From an optimization exercise on the open Yosys and OpenROAD flow, aimed at small area, a short achievable clock period and few clock cycles; shortcuts taken in it are not production practice.
The RTL was checked by simulation tests, not by an equivalence proof against the original design.

--- config.mk ---
export PLATFORM = sky130hd
export DESIGN_NAME = zmc_servo
export DESIGN_NICKNAME = zmc_servo
export VERILOG_FILES = /design/flow/design.v
export SDC_FILE = /design/flow/constraint.sdc
export NUM_CORES = 4
export LEC_CHECK = 0
export CAP_MARGIN = 20
export CORE_MARGIN = 2
export CORE_UTILIZATION = 40
export PLACE_DENSITY = 0.6
export SLEW_MARGIN = 20
--- run.sh ---
#!/bin/bash
# synth_recipe.tcl (not shown) runs the flow's synth.tcl, then flattens the netlist and writes it again
# the make line also repeats each setting of config.mk as NAME=value (left out here)
make -C /OpenROAD-flow-scripts/flow DESIGN_CONFIG=/design/flow/config.mk WORK_HOME=/design/flow/orfs CLKGATE_MAP_FILE= SYNTH_SCRIPT=/design/flow/synth_recipe.tcl finish
--- constraint.sdc ---
create_clock -name core_clock -period 24.0 [get_ports {clk}]
set_input_delay 4.8000 -clock core_clock [delete_from_list [all_inputs] [get_ports {clk}]]
set_output_delay 4.8000 -clock core_clock [all_outputs]
set_load 0.01 [all_outputs]
--- design.v ---
module zmc_pid_step #(
    parameter S   = 8,    
    parameter ND  = 4,    
    parameter DCW = 2     
) (
    input  signed [31:0] e,
    input  signed [31:0] integ,
    input  signed [31:0] err_prev,
    input  signed [31:0] deriv,
    input  [DCW-1:0]     dcount,
    input  [15:0]        kp,
    input  [15:0]        ki,
    input  [15:0]        kd,
    input  signed [31:0] lo,
    input  signed [31:0] hi,
    output signed [31:0] i_acc,      
    output signed [31:0] d_new,
    output signed [31:0] ep_new,
    output [DCW-1:0]     dc_new,
    output signed [31:0] u,          
    output               sat_hi,
    output               sat_lo,
    output signed [35:0] aw_num      
);
    localparam signed [32:0] MAX32 = 33'sd2147483647;
    localparam signed [32:0] MIN32 = -33'sd2147483648;
    wire signed [32:0] i_sum = integ + e;
    assign i_acc = (i_sum > MAX32) ? MAX32[31:0] :
                   (i_sum < MIN32) ? MIN32[31:0] : i_sum[31:0];
    wire signed [32:0] d_sum = e - err_prev;
    wire signed [31:0] d_sat = (d_sum > MAX32) ? MAX32[31:0] :
                               (d_sum < MIN32) ? MIN32[31:0] : d_sum[31:0];
    wire sample = (dcount == 0);
    assign d_new  = sample ? d_sat : deriv;
    assign ep_new = sample ? e : err_prev;
    assign dc_new = (dcount == ND - 1) ? {DCW{1'b0}} : dcount + 1'b1;
    wire signed [16:0] kps = {1'b0, kp};
    wire signed [16:0] kis = {1'b0, ki};
    wire signed [16:0] kds = {1'b0, kd};
    wire signed [48:0] p_term = kps * e;
    wire signed [48:0] i_term = kis * i_acc;
    wire signed [48:0] d_term = kds * d_new;
    wire signed [50:0] raw = p_term + i_term + d_term;
    wire signed [50:0] u_full = raw >>> S;
    assign sat_hi = u_full > hi;
    assign sat_lo = u_full < lo;
    assign u = sat_hi ? hi : sat_lo ? lo : u_full[31:0];
    wire signed [31:0] bound = sat_hi ? hi : lo;
    wire signed [50:0] bound_sh = bound <<< S;
    wire signed [50:0] num = bound_sh - p_term;
    assign aw_num = num[35:0];
endmodule
module zmc_divider #(
    parameter NW = 34,    
    parameter DW = 16     
) (
    input               clk,
    input               rst,
    input               start,
    input  [NW-1:0]     dividend,
    input  [DW-1:0]     divisor,
    output reg          busy,
    output reg          done,
    output reg [NW-1:0] quot,
    output reg [DW-1:0] rem
);
    reg [$clog2(NW+1)-1:0] count;
    reg [DW-1:0]           dvs;
    wire [DW:0]   shifted = {rem, quot[NW-1]};
    wire [DW+1:0] trial   = {1'b0, shifted} - {2'b00, dvs};
    always @(posedge clk) begin
        if (rst) begin
            busy  <= 1'b0;
            done  <= 1'b0;
            count <= 0;
            quot  <= 0;
            rem   <= 0;
            dvs   <= 0;
        end else begin
            done <= 1'b0;
            if (start) begin
                busy  <= 1'b1;
                count <= NW;
                quot  <= dividend;
                rem   <= 0;
                dvs   <= divisor;
            end else if (busy) begin
                if (trial[DW+1]) begin
                    rem  <= shifted[DW-1:0];
                    quot <= {quot[NW-2:0], 1'b0};
                end else begin
                    rem  <= trial[DW-1:0];
                    quot <= {quot[NW-2:0], 1'b1};
                end
                count <= count - 1'b1;
                if (count == 1) begin
                    busy <= 1'b0;
                    done <= 1'b1;
                end
            end
        end
    end
endmodule
module zmc_servo #(
    parameter PPR      = 2000,   
    parameter S_P      = 8,      
    parameter S_C      = 8,      
    parameter N_D      = 4,      
    parameter DUTY_MAX = 4095    
) (
    input             clk,
    input             rst,
    input             in_valid,
    output            in_ready,
    input      [1:0]  in_op,
    input      [15:0] in_enc,
    input      [15:0] in_cur,
    input      [15:0] in_pos_sp,
    input      [15:0] in_limit,
    input      [15:0] kp_p,
    input      [15:0] ki_p,
    input      [15:0] kd_p,
    input      [15:0] kp_c,
    input      [15:0] ki_c,
    input      [15:0] kd_c,
    output reg        out_valid,
    output     [15:0] trk_abs,
    output     [15:0] cur_sp,
    output     [15:0] duty,
    output            bwd
);
    localparam DCW = 2;
    localparam NW  = 34;
    localparam OP_TRACK  = 2'd0;
    localparam OP_RUN    = 2'd1;
    localparam OP_ZERO   = 2'd2;
    localparam OP_TRESET = 2'd3;
    localparam ST_IDLE  = 3'd0;
    localparam ST_TRACK = 3'd1;
    localparam ST_PSTEP = 3'd2;
    localparam ST_PDIV  = 3'd3;
    localparam ST_CSTEP = 3'd4;
    localparam ST_CDIV  = 3'd5;
    localparam ST_DONE  = 3'd6;
    reg [2:0] state;
    reg [1:0]  op;
    reg [15:0] enc_q, cur_q, pos_sp_q, limit_q;
    reg [15:0] kp_p_q, ki_p_q, kd_p_q, kp_c_q, ki_c_q, kd_c_q;
    reg [15:0] trk_abs_q, trk_prev_q;
    reg signed [31:0] p_integ, p_err_prev, p_deriv;
    reg [DCW-1:0]     p_dcount;
    reg signed [31:0] c_integ, c_err_prev, c_deriv;
    reg [DCW-1:0]     c_dcount;
    reg signed [15:0] cur_sp_q;
    reg [15:0]        duty_q;
    reg               bwd_q;
    reg               aw_high;    
    reg               aw_neg;     
    assign in_ready = (state == ST_IDLE);
    assign trk_abs  = trk_abs_q;
    assign cur_sp   = cur_sp_q;
    assign duty     = duty_q;
    assign bwd      = bwd_q;
    wire [15:0]        raw      = enc_q % PPR;
    wire signed [17:0] dr       = $signed({2'b00, raw}) - $signed({2'b00, trk_prev_q});
    wire signed [17:0] dr_mod   = (dr < 0) ? dr + PPR : dr;
    wire signed [17:0] delta    = (2 * dr_mod >= PPR) ? dr_mod - PPR : dr_mod;
    wire signed [17:0] abs_sum  = $signed({2'b00, trk_abs_q}) + delta;
    wire signed [17:0] abs_next = (abs_sum < 0) ? abs_sum + PPR :
                                  (abs_sum >= PPR) ? abs_sum - PPR : abs_sum;
    wire signed [17:0] pe       = $signed({2'b00, pos_sp_q}) - $signed({2'b00, trk_abs_q});
    wire signed [17:0] pe_mod   = (pe < 0) ? pe + PPR : pe;
    wire signed [17:0] pe_s     = (2 * pe_mod >= PPR) ? pe_mod - PPR : pe_mod;
    wire signed [31:0] e_p      = pe_s;
    wire signed [31:0] p_lo = -$signed({16'd0, limit_q});
    wire signed [31:0] p_hi =  $signed({16'd0, limit_q});
    wire signed [31:0] p_i_acc, p_d_new, p_ep_new, p_u;
    wire [DCW-1:0]     p_dc_new;
    wire               p_sat_hi, p_sat_lo;
    wire signed [35:0] p_aw_num;
    zmc_pid_step #(.S(S_P), .ND(N_D), .DCW(DCW)) u_ploop (
        .e(e_p), .integ(p_integ), .err_prev(p_err_prev), .deriv(p_deriv),
        .dcount(p_dcount), .kp(kp_p_q), .ki(ki_p_q), .kd(kd_p_q),
        .lo(p_lo), .hi(p_hi),
        .i_acc(p_i_acc), .d_new(p_d_new), .ep_new(p_ep_new), .dc_new(p_dc_new),
        .u(p_u), .sat_hi(p_sat_hi), .sat_lo(p_sat_lo), .aw_num(p_aw_num)
    );
    wire [15:0]        last_cur = cur_q[15] ? 16'd32767 : cur_q;
    wire [15:0]        sp_mag   = cur_sp_q[15] ? -cur_sp_q : cur_sp_q;
    wire signed [31:0] e_c      = $signed({16'd0, sp_mag}) - $signed({16'd0, last_cur});
    wire signed [31:0] c_lo = 32'sd0;
    wire signed [31:0] c_hi = DUTY_MAX;
    wire signed [31:0] c_i_acc, c_d_new, c_ep_new, c_u;
    wire [DCW-1:0]     c_dc_new;
    wire               c_sat_hi, c_sat_lo;
    wire signed [35:0] c_aw_num;
    zmc_pid_step #(.S(S_C), .ND(N_D), .DCW(DCW)) u_cloop (
        .e(e_c), .integ(c_integ), .err_prev(c_err_prev), .deriv(c_deriv),
        .dcount(c_dcount), .kp(kp_c_q), .ki(ki_c_q), .kd(kd_c_q),
        .lo(c_lo), .hi(c_hi),
        .i_acc(c_i_acc), .d_new(c_d_new), .ep_new(c_ep_new), .dc_new(c_dc_new),
        .u(c_u), .sat_hi(c_sat_hi), .sat_lo(c_sat_lo), .aw_num(c_aw_num)
    );
    wire               in_pstep = (state == ST_PSTEP);
    wire               p_need_div = (p_sat_hi | p_sat_lo) && (ki_p_q != 0);
    wire               c_need_div = (c_sat_hi | c_sat_lo) && (ki_c_q != 0);
    wire signed [35:0] div_num  = in_pstep ? p_aw_num : c_aw_num;
    wire [35:0]        div_mag  = div_num[35] ? -div_num : div_num;
    wire [15:0]        div_dvs  = in_pstep ? ki_p_q : ki_c_q;
    wire               div_start = (in_pstep && p_need_div) ||
                                   ((state == ST_CSTEP) && c_need_div);
    wire               div_busy, div_done;
    wire [NW-1:0]      div_q;
    wire [15:0]        div_r;
    zmc_divider #(.NW(NW), .DW(16)) u_div (
        .clk(clk), .rst(rst), .start(div_start),
        .dividend(div_mag[NW-1:0]), .divisor(div_dvs),
        .busy(div_busy), .done(div_done), .quot(div_q), .rem(div_r)
    );
    wire               r_nz   = (div_r != 0);
    wire signed [35:0] q_mag  = {2'b00, div_q};
    wire signed [35:0] q_sgn  = aw_neg ? -q_mag : q_mag;
    wire signed [35:0] q_rnd  = (aw_high && aw_neg && r_nz)   ? q_sgn - 1 :
                                (!aw_high && !aw_neg && r_nz) ? q_sgn + 1 : q_sgn;
    wire signed [31:0] q_sat  = (q_rnd > 36'sd2147483647)  ? 32'sh7fffffff :
                                (q_rnd < -36'sd2147483648) ? 32'sh80000000 : q_rnd[31:0];
    always @(posedge clk) begin
        if (rst) begin
            state      <= ST_IDLE;
            out_valid  <= 1'b0;
            op         <= 2'd0;
            enc_q      <= 16'd0;
            cur_q      <= 16'd0;
            pos_sp_q   <= 16'd0;
            limit_q    <= 16'd0;
            kp_p_q     <= 16'd0;
            ki_p_q     <= 16'd0;
            kd_p_q     <= 16'd0;
            kp_c_q     <= 16'd0;
            ki_c_q     <= 16'd0;
            kd_c_q     <= 16'd0;
            trk_abs_q  <= 16'd0;
            trk_prev_q <= 16'd0;
            p_integ    <= 32'sd0;
            p_err_prev <= 32'sd0;
            p_deriv    <= 32'sd0;
            p_dcount   <= {DCW{1'b0}};
            c_integ    <= 32'sd0;
            c_err_prev <= 32'sd0;
            c_deriv    <= 32'sd0;
            c_dcount   <= {DCW{1'b0}};
            cur_sp_q   <= 16'sd0;
            duty_q     <= 16'd0;
            bwd_q      <= 1'b0;
            aw_high    <= 1'b0;
            aw_neg     <= 1'b0;
        end else begin
            out_valid <= 1'b0;
            case (state)
                ST_IDLE: begin
                    if (in_valid) begin
                        op       <= in_op;
                        enc_q    <= in_enc;
                        cur_q    <= in_cur;
                        pos_sp_q <= in_pos_sp;
                        limit_q  <= in_limit;
                        kp_p_q   <= kp_p;
                        ki_p_q   <= ki_p;
                        kd_p_q   <= kd_p;
                        kp_c_q   <= kp_c;
                        ki_c_q   <= ki_c;
                        kd_c_q   <= kd_c;
                        state    <= ST_TRACK;
                    end
                end
                ST_TRACK: begin
                    case (op)
                        OP_TRACK, OP_RUN: begin
                            trk_abs_q  <= abs_next[15:0];
                            trk_prev_q <= raw;
                        end
                        OP_ZERO: begin
                            p_integ    <= 32'sd0;
                            p_err_prev <= 32'sd0;
                            p_deriv    <= 32'sd0;
                            p_dcount   <= {DCW{1'b0}};
                            c_integ    <= 32'sd0;
                            c_err_prev <= 32'sd0;
                            c_deriv    <= 32'sd0;
                            c_dcount   <= {DCW{1'b0}};
                        end
                        default: begin
                            trk_abs_q  <= 16'd0;
                            trk_prev_q <= 16'd0;
                        end
                    endcase
                    state <= (op == OP_RUN) ? ST_PSTEP : ST_DONE;
                end
                ST_PSTEP: begin
                    p_integ    <= p_i_acc;
                    p_err_prev <= p_ep_new;
                    p_deriv    <= p_d_new;
                    p_dcount   <= p_dc_new;
                    cur_sp_q   <= p_u[15:0];
                    aw_high    <= p_sat_hi;
                    aw_neg     <= p_aw_num[35];
                    state      <= p_need_div ? ST_PDIV : ST_CSTEP;
                end
                ST_PDIV: begin
                    if (div_done) begin
                        if (aw_high) begin
                            if (q_sat < p_integ) p_integ <= q_sat;
                        end else begin
                            if (q_sat > p_integ) p_integ <= q_sat;
                        end
                        state <= ST_CSTEP;
                    end
                end
                ST_CSTEP: begin
                    c_integ    <= c_i_acc;
                    c_err_prev <= c_ep_new;
                    c_deriv    <= c_d_new;
                    c_dcount   <= c_dc_new;
                    duty_q     <= c_u[15:0];
                    bwd_q      <= cur_sp_q[15];
                    aw_high    <= c_sat_hi;
                    aw_neg     <= c_aw_num[35];
                    state      <= c_need_div ? ST_CDIV : ST_DONE;
                end
                ST_CDIV: begin
                    if (div_done) begin
                        if (aw_high) begin
                            if (q_sat < c_integ) c_integ <= q_sat;
                        end else begin
                            if (q_sat > c_integ) c_integ <= q_sat;
                        end
                        state <= ST_DONE;
                    end
                end
                default: begin   
                    out_valid <= 1'b1;
                    state     <= ST_IDLE;
                end
            endcase
        end
    end
endmodule
==> notes.md <==
* Residual DRC at 0
* R2R cell count at 86
* Post-synthesis sequential area ratio at 7.07%
* I/O pin cnt at 216
* Fin crit share at 94.6%
* Post-synth ARST share at 0%
* CTS Sinks at 474
* Fin. Hold Viols at 0
* Area share of the largest cell type after synthesis at 41.0%
* Main flop type after synthesis: dfxtp_1
* Share of layout cells above drive strength 1 at 4.56%
* I/O Buffers at 215
* EDFF count, synth at 0
* Core region area at 0.334 mm²
* Clock latency at the later pin of the worst-skew pair at 0.83 ns
* First-pass GRT wire length at 666 mm
* Placed cells at 19,900
* First-pass DRT Iterations at 6
* CTS Buf Count at 72
* CP max-delay cell: or4_4
* Gr ovfl total at 0
* Nets at 19,400
* Hold depth at 2
* Max-slew violations at 0
* Area Overhead vs Synth at 7.92%
* Top post-synthesis cells by area: fa_1 (41%), ha_1 (9.1%), inv_1 (8.8%)
* Layout Cells excl Fill at 20,000
* DP Wirelength at 348 mm
* Die width at 583 µm
* Mapped cell area at 0.134 mm²
* Row count at 212
* Most frequent cells in the layout: inv_1 (3,145), fa_1 (2,746), nand2_1 (2,036)
* Clock transition at the registers of the reported paths at 0.06 ns
* Die Y at 583 µm
* Seq cells post-synth at 474
* Worst Tran Pin Value at 1.23 ns
* Worst setup EP type: flip-flop
* Mapped Cells at 15,600
* Avg Cell Area, Syn at 8.58 µm²
* Area leader, netlist: fa_1
* Largest net degree at the start of global routing at 96
* Min cycle time layout at 22.71 ns
* CP Class: flip-flop to flip-flop
* Routed Antenna Nets at 0
* GR Util All Layers at 25.3%
* Synth cell types at 115
* Initial Utilization at 40.2%
* Critical path launch point type: flip-flop
* Worst R2R Setup Slack at 1.29 ns
* 1st-iter DRT viols at 7,660
* Max-Slew Margin vs Limit at 17.4%
* Final Skew at 0.0780 ns
* Outcome: finished clean
* Hold crit path type: flip-flop to flip-flop
* # setup viols final at 0
* Layout Cell Area excl Fill at 0.145 mm²
* Worst Path Arrival at 23.44 ns
* YS warnings at 2
* Fmax at 0.0440 GHz
* Initial antenna violation count at 15
* Filler instances at 33,400
* Vias at 106,000
* Vias/cell at 5.30
* Post-Place Cell Area at 0.142 mm²
* Max stage delay on crit path at 0.62 ns
* Clock Tree Root: clkbuf_16
* CTS tree: done
* Worst-path fanout max at 14
* Gpl congestion at 0.997
* Htree depth at 3
* DRT Wirelength at 420 mm
* Max Cap Violations at 0
* Die area at 0.340 mm²
* Vias in the first global route at 110,000
* Data required, critical path at 24.73 ns
* Most used cell, CP: fa_1
* Commonest non-fill, non-tap cell in the layout: inv_1
* WL/cell at 21.0 µm
* Clock buffer depth at 4
kinds of logic (layout without fill, tap and decap cells):
logic type / Yosys count / after routing / share of synthesized area, %
other: 1 / 13 / 0.00280
XOR/XNOR: 490 / 490 / 3.20
adder cells (fa/ha/maj): 3727 / 3727 / 50.1
multiplexers: 94 / 94 / 0.716
flip-flops: 474 / 474 / 7.07
AO/OA/AOI/OAI: 2012 / 2012 / 9.96
buffers and inverters: 3856 / 3833 / 10.8
AND/OR/NAND/NOR: 4974 / 4974 / 18.1
cell usage after synthesis (63+ instances only):
library cell	number
ha_1	974
o21ai_0	338
xnor2_1	322
or3_1	63
inv_1	3146
and2_1	1262
nand2_1	2038
nand3_1	144
xor2_1	168
mux2i_1	80
nor2b_1	209
nor3_1	170
and3_1	68
a31oi_1	64
a211oi_1	103
nor2_1	648
clkbuf_1	645
dfxtp_1	474
a21oi_1	573
fa_1	2748
o21a_1	91
nand2b_1	93
a21o_1	137
layout make-up:
type / count / area [µm²] / share of cell area [%]
antenna: 11 / 27.5 / 0.0190
multi-input combinational: 11300 / 111000 / 76.5
tap: 4387 / 5490 / 3.79
clock buffer: 100 / 2080 / 1.44
clock inverter: 27 / 339 / 0.234
inverter: 3150 / 11800 / 8.17
timing repair buffer: 556 / 4730 / 3.27
sequential: 474 / 9500 / 6.57
worst paths after layout:
path | startpoint | to
max | pos_sp_q[0] | u_div.quot[33]
min | c_deriv[10] | c_deriv[10]
min reg2reg | c_deriv[10] | c_deriv[10]
max reg2reg | pos_sp_q[0] | u_div.quot[33]
critical path, delay by kind of cell, from the launching register on:
family                   cells  cell delay (ns)
AND/OR/NAND/NOR             15             3.52
multiplexers                 1             0.16
adder cells (fa/ha/maj)     19             8.67
flip-flops                   1             0.34
AO/OA/AOI/OAI               35             7.81
buffers and inverters       12             1.29
XOR/XNOR                     4             0.80
stage by stage:
step           util [%]  setup slack (ns)  hold WS, ns  setup TNS [ns]
6_report           43.4              1.29        0.450               0
5_1_grt            43.4           -0.0229        0.467         -0.0266
2_1_floorplan         -              1.93        0.425               0
3_3_place_gp       42.5             0.500        0.435               0
3_5_place_dp       42.5             0.274        0.442               0
4_1_cts            43.3             0.148        0.451               0
what timing repair did:
item,CTS,global route
setup buffers,0,12
endpoints found under the hold margin,0,0
hold buffers,0,0
endpoints found under the setup margin,0,34
resized for setup,0,45
sequential cells by signal (all words and copies together) (netlist names), 17 cells and up:
| register | count |
|---|---|
| u_div.quot | 34 |
| p_deriv | 32 |
| p_err_prev | 18 |
| c_err_prev | 17 |
| c_integ | 32 |
| p_integ | 32 |
| c_deriv | 32 |
routing by layer:
layer	up-vias	wire length, µm	GRT usage, %
met5	-	11	0
met4	2	13000	6.88
met3	491	33800	4.86
met2	3515	182000	38.3
met1	53900	190000	36.8
li1	48100	-	-
Testbench counts, summed over its fixed seeds: cycles 450,610.

-- separate check: timing with driven ports --
Ports are ideal in the flow. The routed layout listed here was re-timed in OpenROAD.
Step 1 (the two cells are an assumption about what drives the block):
set clk [get_ports {clk}]
set_driving_cell -lib_cell sky130_fd_sc_hd__clkbuf_16 $clk
set_driving_cell -lib_cell sky130_fd_sc_hd__buf_2 [delete_from_list [all_inputs] $clk]
Step 2 adds t to the input delays and takes it off the output delays; t is the mean of the earliest and latest rising clock arrival at the registers after step 1. Input paths then give back, and output paths get back, about the clock's delay inside the block.
a / b / c = ideal / step 1 / step 2; a / b = the first two.
shift t [ns]: 0.901
slack for setup (ns): 1.294 / 1.294 / 1.294
worst slew at a driven data input, ns: 0.13
After both steps this run still meets setup and hold. The setup slack of this run moves by 0.000 ns with the drivers and by 0.000 ns with both steps.
